Context: an optimization exercise on an open-source flow, tuned for small area, a short achievable clock period and few clock cycles. The choices shown serve that exercise and are no tape-out recipe.
Function was checked by simulation only, so behaviour that the tests miss may differ from the original.

==> flow/design.v (excerpt) <==
module robo_math (
    input  wire        clk,
    input  wire        rst,           
    input  wire        cmd_valid,
    output wire        cmd_ready,
    input  wire [31:0] cmd_header,
    input  wire [31:0] cmd_arg0,
    input  wire [31:0] cmd_arg1,
    output wire        rsp_valid,
    input  wire        rsp_ready,
    output wire [7:0]  rsp_status,
    output wire [31:0] rsp_data0,
    output wire [31:0] rsp_data1
);
    localparam integer DSTEP = 2;               
    localparam integer DCYC  = 7;               
    localparam integer NDIG  = 2 * DSTEP * DCYC;    
    localparam [7:0] OP_DIV_CALC  = 8'h02;
    localparam [7:0] OP_TO_MONO   = 8'h30;
    localparam [7:0] OP_TO_FLOAT  = 8'h31;
    localparam [7:0] OP_GET_PEAK  = 8'h32;
    localparam [2:0] S_IDLE = 3'd0;
    localparam [2:0] S_FLT  = 3'd1;    
    localparam [2:0] S_MUL  = 3'd2;    
    localparam [2:0] S_DIV  = 3'd3;    
    localparam [2:0] S_RND  = 3'd4;    
    reg  [2:0]  state;
  ...
Size in the first run: about 280 flip-flops, about 170 I/O pins, ~0.042 sq mm of cells after synthesis.
export LEC_CHECK = 0
export CAP_MARGIN = 20
export CORE_MARGIN = 2
export CORE_UTILIZATION = 40
export PLACE_DENSITY = 0.6
export SETUP_SLACK_MARGIN = 5
export SLEW_MARGIN = 20
create_clock -name core_clock -period 11.0 [get_ports {clk}]
run.sh (not shown) runs the stock make flow with config.mk's settings and CLKGATE_MAP_FILE= SYNTH_SCRIPT=/design/flow/synth_recipe.tcl, a recipe that flattens the netlist after the stock synthesis.
Testbench counts at the start, summed over its fixed seeds: cycles 17,316.
==> next run, changes <==
--- a/flow/design.v
+++ b/flow/design.v
@@ -67,19 +67,19 @@
     wire        w32      = (imm[7:0] == 8'd32);
     wire        w_ok     = w16 | w24 | w32;
     wire        arg0_nz  = (cmd_arg0 != 32'd0);
     wire        div_go   = is_div & ~imm_zero & arg0_nz & (cmd_arg1 != 32'd0);
     wire        flt_go   = is_flt & w_ok & arg0_nz;
     wire [31:0] i_abs0   = cmd_arg0[31] ? (32'd0 - cmd_arg0) : cmd_arg0;
     wire [31:0] i_abs1   = cmd_arg1[31] ? (32'd0 - cmd_arg1) : cmd_arg1;
     wire [31:0] c_a0 = rem_r[31:0];
     wire [31:0] c_a1 = den_r[31:0];
-    wire [32:0] lr_sum  = {c_a0[31], c_a0} + {c_a1[31], c_a1};
+    wire [32:0] lr_sum  = mul_sum[32:0];    
     wire [32:0] lr_adj  = lr_sum + {32'd0, lr_sum[32] & lr_sum[0]};
     wire [31:0] mono    = lr_adj[32:1];
     wire [31:0] nrm_in = c_a0;
     reg  [4:0]  nrm_lz;
     integer i;
     always @(*) begin
         nrm_lz = 5'd0;
         for (i = 0; i < 32; i = i + 1)
             if (nrm_in[i]) nrm_lz = 5'd31 - i[4:0];
@@ -109,21 +109,22 @@
     wire [23:0] f_r0_hi = f_l0[9] ? f_u1 : f_u0;                    
     wire [23:0] f_r1_hi = f_l1[9] ? f_u1 : f_u0;                    
     wire        f_hi = f_s_hi[23];
     wire [22:0] f_frac = f_hi ? f_r1_hi[22:0] : {f_r0_hi[21:0], f_l0[8]};
     wire        f_inc  = f_hi | f_r0_hi[23];
     wire [7:0]  f_exp1 = exp_r + 8'd1;
     wire [31:0] f_result = {fsign_r, f_inc ? f_exp1 : exp_r, f_frac};
     wire [7:0]  f_exp0   = ((wsel_r == 2'd0) ? 8'd143 : (wsel_r == 2'd1) ? 8'd135 : 8'd127) - {3'd0, nrm_lz};
     reg         sign_r;
-    wire [33:0] mul_sum  = {2'b00, den_r[55:24]} +
-                           {2'b00, data0_r[0] ? data1_r : 32'd0} +
-                           {1'b0, data0_r[1] ? {data1_r, 1'b0} : 33'd0};
+    reg         mul_on;           
+    wire [33:0] mul_sum  = (mul_on ? {2'b00, den_r[55:24]} : {{2{c_a0[31]}}, c_a0}) +
+                           (mul_on ? {2'b00, data0_r[0] ? data1_r : 32'd0} : {{2{c_a1[31]}}, c_a1}) +
+                           {1'b0, (mul_on & data0_r[1]) ? {data1_r, 1'b0} : 33'd0};
     wire [55:0] mul_p    = {mul_sum, den_r[23:2]};
     wire        mul_last = (data0_r[23:2] == 22'd0);
     wire [55:0] mul_pn   = mul_p[55] ? mul_p : mul_p[54] ? {mul_p[54:0], 1'b0} : {mul_p[53:0], 2'b00};
     wire [1:0]  mul_sh   = mul_p[55] ? 2'd0 : mul_p[54] ? 2'd1 : 2'd2;
     wire [58:0] dx1 = {3'b000, den_r};
     wire [58:0] dx2 = {2'b00, den_r, 1'b0};
     reg  signed [7:0] m2, m1, m0, mn1;    
     always @(*) begin
         case (den_r[54:52])
@@ -217,18 +218,19 @@
     wire [7:0]  d_e1    = exp_r + 8'd1;
     wire [7:0]  d_e2    = exp_r + 8'd2;
     wire [1:0]  d_inc   = d_h2 ? 2'd2 : {1'b0, d_hi} + {1'b0, d_rnd[24]};
     wire [31:0] d_result = {1'b0, d_inc[1] ? d_e2 : d_inc[0] ? d_e1 : d_e0, d_rnd[22:0]};
     always @(posedge clk) begin
         if (rst) begin
             state       <= S_IDLE;
             rsp_valid_r <= 1'b0;
             s0_v        <= 1'b0;
+            mul_on      <= 1'b0;
         end else begin
             if (rsp_valid_r & rsp_ready)
                 rsp_valid_r <= 1'b0;
             case (state)
                 S_IDLE: begin
                     if (s0_v) begin
                         if (s0_flt) begin
                             car_r   <= {26'd0, f_a0};
                             fk15_r  <= (wsel_r == 2'd0);
@@ -242,18 +244,19 @@
                             s0_v    <= 1'b0;
                         end else if (s0_div) begin
                             if (out_free) begin
                                 data0_r <= {8'd0, den_r[55:32]};
                                 data1_r <= nrm_out;
                                 rem_r   <= {27'd0, c_a1};
                                 exp_r   <= 8'd126 + {3'd0, nrm_lz};
                                 den_r   <= 56'd0;
                                 first_r <= 1'b1;
+                                mul_on  <= 1'b1;
                                 state   <= S_MUL;
                                 s0_v    <= 1'b0;
                             end
                         end else if (out_free) begin
                             err_r       <= s0_err;
                             earg_r      <= s0_earg;
                             data0_r     <= s0_mono ? mono : c_a0;
                             data1_r     <= c_a1;
                             rsp_valid_r <= 1'b1;
@@ -290,18 +293,19 @@
                         rem_r <= {5'd0, nrm_out, 22'd0};    
                     exp_r <= exp_r - 8'd2 - (first_r ? {3'd0, nrm_lz} : 8'd0);
                     if (mul_last) begin
                         sh_r    <= mul_sh;
                         den_r   <= mul_pn;
                         car_r   <= 59'd0;
                         data0_r <= 32'd0;
                         data1_r <= 32'hFFFFFFFF;
                         cnt_r   <= DCYC - 1;
+                        mul_on  <= 1'b0;
                         state   <= S_DIV;
                     end
                 end
                 S_DIV: begin
                     rem_r   <= ws[DSTEP];
                     car_r   <= wc[DSTEP];
                     data0_r <= {{(32-NDIG){1'b0}}, qq[DSTEP]};
                     data1_r <= {{(32-NDIG){1'b0}}, qm[DSTEP]};
                     cnt_r   <= cnt_r - 4'd1;
What happened: The changed run finished with timing, DRC and antenna clean; sequential share of layout area goes down by 1.3 points; global-route usage goes up by 4.9 points; design area goes up by roughly a tenth; first-iteration DRC count goes up by about a fifth; die area stays flat; register-to-register slack got worse by 0.20 ns; cell count goes up by a few percent; clock-buffer cell count does not change; worst hold slack got worse by 0.097 ns; clock skew goes down by 0.0056 ns; routed wire length goes up by about a fifth.
Testbench counts after the change, summed over its fixed seeds: cycles 17,316.

the baseline:
Another version of the RTL of robo_math (not shown whole).
Size in the first run: about 280 flip-flops, about 44000 µm² of cells after synthesis.
export LEC_CHECK = 0
export CAP_MARGIN = 20
export CORE_MARGIN = 2
export CORE_UTILIZATION = 40
export PLACE_DENSITY = 0.6
export SETUP_SLACK_MARGIN = 5
export SLEW_MARGIN = 20
create_clock -name core_clock -period 11.0 [get_ports {clk}]
Testbench counts of the baseline, summed over its fixed seeds: cycles 17,316.
Input changes introduced in the candidate (baseline for comparison: the baseline):
-- flow/design.v --
<<< the baseline, line 103
    wire [23:0] f_u0 = f_a[32:9];
    wire [23:0] f_u1 = f_a[32:9] + 24'd1;
    wire [9:0]  f_ls = {1'b0, f_a[8:0]} + {7'd0, fd_r};             
    wire [9:0]  f_l0 = {1'b0, f_a[8:0]} + {7'd0, fd_r} + 10'd128;   
    wire [9:0]  f_l1 = {1'b0, f_a[8:0]} + {7'd0, fd_r} + 10'd256;   
    wire [23:0] f_s_hi  = f_ls[9] ? f_u1 : f_u0;                    
    wire [23:0] f_r0_hi = f_l0[9] ? f_u1 : f_u0;                    
    wire [23:0] f_r1_hi = f_l1[9] ? f_u1 : f_u0;                    
    wire        f_hi = f_s_hi[23];
    wire [22:0] f_frac = f_hi ? f_r1_hi[22:0] : {f_r0_hi[21:0], f_l0[8]};
    wire        f_inc  = f_hi | f_r0_hi[23];
    wire [7:0]  f_exp1 = exp_r + 8'd1;
>>> the candidate, line 103
    wire [23:0] f_u0 = f_a[32:9];
    wire [23:0] f_u1 = f_a[32:9] + 24'd1;
    wire [3:0]  f_lo3 = {1'b0, f_a[2:0]} + {1'b0, fd_r};
    wire        f_c7  = (&f_a[6:3]) & f_lo3[3];
    wire [1:0]  f_t   = f_a[8:7];
    wire        f_cs  = (f_t == 2'd3) & f_c7;
    wire        f_c0  = (f_t == 2'd3) | ((f_t == 2'd2) & f_c7);
    wire        f_c1  = f_t[1] | (f_t[0] & f_c7);
    wire [1:0]  f_t0  = f_t + {1'b0, f_c7} + 2'd1;                  
    wire [23:0] f_s_hi  = f_cs ? f_u1 : f_u0;                       
    wire [23:0] f_r0_hi = f_c0 ? f_u1 : f_u0;                       
    wire [23:0] f_r1_hi = f_c1 ? f_u1 : f_u0;                       
    wire        f_hi = f_s_hi[23];
    wire [22:0] f_frac = f_hi ? f_r1_hi[22:0] : {f_r0_hi[21:0], f_t0[1]};
    wire        f_inc  = f_hi | f_r0_hi[23];
    wire [7:0]  f_exp1 = exp_r + 8'd1;
<<< the baseline, line 207
    wire        w_zero = (z0_x == z0_o);
    wire [NDIG-1:0] dq_p = data0_r[NDIG-1:0];
    wire [NDIG-1:0] dq_m = data1_r[NDIG-1:0];
    wire        dp_hi   = dq_p[26];
    wire [23:0] dp_mant = dp_hi ? dq_p[26:3] : dq_p[25:2];
    wire        dp_g    = dp_hi ? dq_p[2] : dq_p[1];
    wire        dp_s    = (dp_hi ? |dq_p[1:0] : dq_p[0]) | ~w_zero;
    wire [24:0] dp_rnd  = {1'b0, dp_mant} + {24'd0, dp_g & (dp_s | dp_mant[0])};
    wire        dm_hi   = dq_m[26];
    wire [23:0] dm_mant = dm_hi ? dq_m[26:3] : dq_m[25:2];
    wire        dm_g    = dm_hi ? dq_m[2] : dq_m[1];
    wire [24:0] dm_rnd  = {1'b0, dm_mant} + {24'd0, dm_g};
    wire [7:0]  d_e0    = exp_r;
    wire [7:0]  d_e1    = exp_r + 8'd1;
    wire [7:0]  d_e2    = exp_r + 8'd2;
    wire [1:0]  dp_inc  = {1'b0, dp_hi} + {1'b0, dp_rnd[24]};
    wire [1:0]  dm_inc  = {1'b0, dm_hi} + {1'b0, dm_rnd[24]};
    wire [31:0] dp_res  = {1'b0, dp_inc[1] ? d_e2 : dp_inc[0] ? d_e1 : d_e0, dp_rnd[22:0]};
    wire [31:0] dm_res  = {1'b0, dm_inc[1] ? d_e2 : dm_inc[0] ? d_e1 : d_e0, dm_rnd[22:0]};
    wire [31:0] d_result = w_neg ? dm_res : dp_res;
    always @(posedge clk) begin
        if (rst) begin
>>> the candidate, line 211
    wire        w_zero = (z0_x == z0_o);
    wire [NDIG-1:0] dq_p = data0_r[NDIG-1:0];
    wire        d_h2    = dq_p[27];
    wire        d_hi    = dq_p[26];
    wire [23:0] d_mant  = d_h2 ? dq_p[27:4] : d_hi ? dq_p[26:3] : dq_p[25:2];
    wire        d_g     = d_h2 ? dq_p[3] : d_hi ? dq_p[2] : dq_p[1];
    wire        d_low   = d_h2 ? |dq_p[2:0] : d_hi ? |dq_p[1:0] : dq_p[0];
    wire        d_up    = d_g & (d_low | ~w_zero | d_mant[0]) & ~(w_neg & ~d_low);
    wire [24:0] d_rnd   = {1'b0, d_mant} + {24'd0, d_up};
    wire [7:0]  d_e0    = exp_r;
    wire [7:0]  d_e1    = exp_r + 8'd1;
    wire [7:0]  d_e2    = exp_r + 8'd2;
    wire [1:0]  d_inc   = d_h2 ? 2'd2 : {1'b0, d_hi} + {1'b0, d_rnd[24]};
    wire [31:0] d_result = {1'b0, d_inc[1] ? d_e2 : d_inc[0] ? d_e1 : d_e0, d_rnd[22:0]};
    always @(posedge clk) begin
        if (rst) begin
==> comparison <==
- Post-layout worst setup margin delta for the candidate relative to the baseline: 0.20 ns lower
- [the candidate] sum of buffers and inverters on the critical path rose 3 relative to the baseline
- Synthesized instance count went down by a few percent going from the baseline to the candidate.
- The candidate ends up with a cell area that is 1.9% higher than in the baseline.
- Relative to the baseline, the candidate degrades routed wire length.
- On post-synthesis cell area: the candidate sits below the baseline.
- The candidate vs. the baseline: number of logic inverters in the finished layout went down by 16.
- The lower post-placement setup slack came out of the candidate.
- Comparing the candidate and the baseline, met1 usage in global routing is lower on the baseline.
Testbench counts of the candidate, summed over its fixed seeds: cycles 17,316.

robo_math, a different RTL version from the one above (not shown whole).
Size: ~170 I/O pins, roughly 42000 sq um of cells after synthesis.
## robo_math
module robo_math (
    input  wire        clk,
    input  wire        rst,           
    input  wire        cmd_valid,
    output wire        cmd_ready,
    input  wire [31:0] cmd_header,
    input  wire [31:0] cmd_arg0,
    input  wire [31:0] cmd_arg1,
    output wire        rsp_valid,
    input  wire        rsp_ready,
    output wire [7:0]  rsp_status,
    output wire [31:0] rsp_data0,
    output wire [31:0] rsp_data1
);
    localparam integer DSTEP = 2;               
    localparam integer DCYC  = 7;               
    localparam integer NDIG  = 2 * DSTEP * DCYC;    
    localparam [7:0] OP_DIV_CALC  = 8'h02;
    localparam [7:0] OP_TO_MONO   = 8'h30;
    localparam [7:0] OP_TO_FLOAT  = 8'h31;
    localparam [7:0] OP_GET_PEAK  = 8'h32;
    localparam [2:0] S_IDLE = 3'd0;
    localparam [2:0] S_FLT  = 3'd1;    
    localparam [2:0] S_MUL  = 3'd2;    
    localparam [2:0] S_DIV  = 3'd3;    
    localparam [2:0] S_RND  = 3'd4;    
  ...
clock: 11.0 ns
lec_check: 0
cap_margin: 20
core_margin: 2
core_utilization: 40
place_density: 0.6
setup_slack_margin: 5
slew_margin: 20
tns_end_percent: 5
Testbench counts at the start, summed over its fixed seeds: cycles 17,316.
Then changed:
--- a/flow/design.v
+++ b/flow/design.v
@@ -66,14 +66,12 @@
     wire        w24      = (imm[7:0] == 8'd24);
     wire        w32      = (imm[7:0] == 8'd32);
     wire        w_ok     = w16 | w24 | w32;
     wire        arg0_nz  = (cmd_arg0 != 32'd0);
     wire        div_go   = is_div & ~imm_zero & arg0_nz & (cmd_arg1 != 32'd0);
     wire        flt_go   = is_flt & w_ok & arg0_nz;
-    wire        op_abs0  = (op == OP_TO_FLOAT) | (op == OP_GET_PEAK);
-    wire        op_abs1  = (op == OP_GET_PEAK);
     wire [31:0] i_abs0   = cmd_arg0[31] ? (32'd0 - cmd_arg0) : cmd_arg0;
     wire [31:0] i_abs1   = cmd_arg1[31] ? (32'd0 - cmd_arg1) : cmd_arg1;
     wire [31:0] c_a0 = rem_r[31:0];
     wire [31:0] c_a1 = den_r[31:0];
     wire [32:0] lr_sum  = {c_a0[31], c_a0} + {c_a1[31], c_a1};
     wire [32:0] lr_adj  = lr_sum + {32'd0, lr_sum[32] & lr_sum[0]};
@@ -114,19 +112,30 @@
     wire [22:0] f_frac = f_hi ? f_r1_hi[22:0] : {f_r0_hi[21:0], f_l0[8]};
     wire        f_inc  = f_hi | f_r0_hi[23];
     wire [7:0]  f_exp1 = exp_r + 8'd1;
     wire [31:0] f_result = {fsign_r, f_inc ? f_exp1 : exp_r, f_frac};
     wire [7:0]  f_exp0   = ((wsel_r == 2'd0) ? 8'd143 : (wsel_r == 2'd1) ? 8'd135 : 8'd127) - {3'd0, nrm_lz};
     reg         sign_r;
-    wire [33:0] mul_sum  = {2'b00, den_r[55:24]} +
-                           {2'b00, data0_r[0] ? data1_r : 32'd0} +
-                           {1'b0, data0_r[1] ? {data1_r, 1'b0} : 33'd0};
-    wire [55:0] mul_p    = {mul_sum, den_r[23:2]};
-    wire        mul_last = (data0_r[23:2] == 22'd0);
-    wire [55:0] mul_pn   = mul_p[55] ? mul_p : mul_p[54] ? {mul_p[54:0], 1'b0} : {mul_p[53:0], 2'b00};
-    wire [1:0]  mul_sh   = mul_p[55] ? 2'd0 : mul_p[54] ? 2'd1 : 2'd2;
+    wire [35:0] mul_sum  = {4'd0, den_r[55:24]} +
+                           {4'd0, data0_r[0] ? data1_r : 32'd0} +
+                           {3'd0, data0_r[1] ? {data1_r, 1'b0} : 33'd0} +
+                           {2'd0, data0_r[2] ? {data1_r, 2'b0} : 34'd0} +
+                           {1'd0, data0_r[3] ? {data1_r, 3'b0} : 35'd0};
+    wire [55:0] mul_p    = {mul_sum, den_r[23:4]};
+    wire        mul_last = (data0_r[23:4] == 20'd0);
+    wire [55:0] mul_pn   = mul_p[55] ? mul_p : {mul_p[54:0], 1'b0};
+    wire [1:0]  mul_sh   = {1'b0, ~mul_p[55]};
+    wire [23:0] a_in = den_r[55:32];
+    reg  [1:0]  a_t;
+    integer ia;
+    always @(*) begin
+        a_t = 2'd0;
+        for (ia = 0; ia < 24; ia = ia + 1)
+            if (a_in[ia]) a_t = 2'd3 - ia[1:0];
+    end
+    wire [23:0] a_sh = a_in << a_t;
     wire [58:0] dx1 = {3'b000, den_r};
     wire [58:0] dx2 = {2'b00, den_r, 1'b0};
     reg  signed [7:0] m2, m1, m0, mn1;    
     always @(*) begin
         case (den_r[54:52])
             3'd0: begin m2 = 8'sd12; m1 = 8'sd3; m0 = -8'sd4; mn1 = -8'sd13; end
@@ -241,16 +250,16 @@
                             fsign_r <= sign_r;
                             exp_r   <= f_exp0;
                             state   <= S_FLT;
                             s0_v    <= 1'b0;
                         end else if (s0_div) begin
                             if (out_free) begin
-                                data0_r <= {8'd0, den_r[55:32]};
+                                data0_r <= {8'd0, a_sh};
                                 data1_r <= nrm_out;
                                 rem_r   <= {27'd0, c_a1};
-                                exp_r   <= 8'd126 + {3'd0, nrm_lz};
+                                exp_r   <= 8'd126 + {3'd0, nrm_lz} + {6'd0, a_t};
                                 den_r   <= 56'd0;
                                 first_r <= 1'b1;
                                 state   <= S_MUL;
                                 s0_v    <= 1'b0;
                             end
                         end else if (out_free) begin
@@ -283,17 +292,17 @@
                             state   <= S_IDLE;
                         end
                     end
                 end
                 S_MUL: begin
                     den_r   <= mul_p;
-                    data0_r <= {2'b00, data0_r[31:2]};
+                    data0_r <= {4'd0, data0_r[31:4]};
                     first_r <= 1'b0;
                     if (first_r)
                         rem_r <= {5'd0, nrm_out, 22'd0};    
-                    exp_r <= exp_r - 8'd2 - (first_r ? {3'd0, nrm_lz} : 8'd0);
+                    exp_r <= exp_r - 8'd4 - (first_r ? {3'd0, nrm_lz} : 8'd0);
                     if (mul_last) begin
                         sh_r    <= mul_sh;
                         den_r   <= mul_pn;
                         car_r   <= 59'd0;
                         data0_r <= 32'd0;
                         data1_r <= 32'hFFFFFFFF;
@@ -327,12 +336,12 @@
                 s0_flt  <= flt_go;
                 s0_div  <= div_go;
                 s0_err  <= ~(is_div | is_mono | is_peak | (is_flt & w_ok));
                 s0_earg <= is_flt & ~w_ok;
                 wsel_r  <= {w32, w24};
                 sign_r  <= cmd_arg0[31];
-                rem_r   <= {27'd0, op_abs0 ? i_abs0 : is_div ? cmd_arg1 : cmd_arg0};
-                den_r   <= {imm, op_abs1 ? i_abs1 : is_div ? cmd_arg0 : cmd_arg1};
+                rem_r   <= {27'd0, (is_flt | is_peak) ? i_abs0 : is_div ? cmd_arg1 : cmd_arg0};
+                den_r   <= {imm, is_peak ? i_abs1 : is_div ? cmd_arg0 : cmd_arg1};
             end
         end
     end
 endmodule
After rerunning: The new run finished clean; cell area increases by 4.7%; worst hold slack is worse by 120 ps; sequential cell count is lower by 1; maximum frequency fell by about 4%; worst setup slack got worse by 260 ps; register-to-register slack loses 200 ps; core utilization fell by 0.35 points; via count is higher by about 5%; first-iteration DRC count goes up by about 3.6%.
Testbench counts after the change, summed over its fixed seeds: cycles 16,037.

[separate check: timing with driven ports]
In the flow no input, the clock included, has a driving cell. The finished layouts below were timed again as built, in two steps. Step 1: set_driving_cell puts a clkbuf_16 on clk and a buf_2 on each other input, an assumption about the parent block. Step 2 times the ports against the registers' clock, not the clock port: input delays grow and output delays shrink by t, the midpoint of the rising clock arrivals with the driver on. a / b / c = ideal / step 1 / step 2; a / b = the first two.
| run | t, ns | setup WS [ns] | worst setup path at the end | latest minus earliest clock arrival (ns) |
|---|---|---|---|---|
| the first run of note 1 | 0.675 | 4.737 / 4.737 / 4.486 | input to register | 0.029 / 0.029 |
| the second run of note 1 | 0.686 | 4.535 / 4.535 / 4.288 | input to register | 0.023 / 0.023 |
| the baseline | 0.695 | 4.951 / 4.951 / 4.475 | input to register | 0.037 / 0.037 |
| the candidate | 0.732 | 4.747 / 4.747 / 4.311 | input to register | 0.049 / 0.049 |
| the first run of note 3 | 0.663 | 4.748 / 4.748 / 4.183 | input to register | 0.049 / 0.049 |
| the second run of note 3 | 0.664 | 4.492 / 4.536 / 3.872 | input to register | 0.029 / 0.030 |
After both steps setup and hold are still met in every run listed. For the second run of note 3, which loses most, drivers alone change the setup slack by +0.044 ns; drivers and shift together by -0.620 ns.
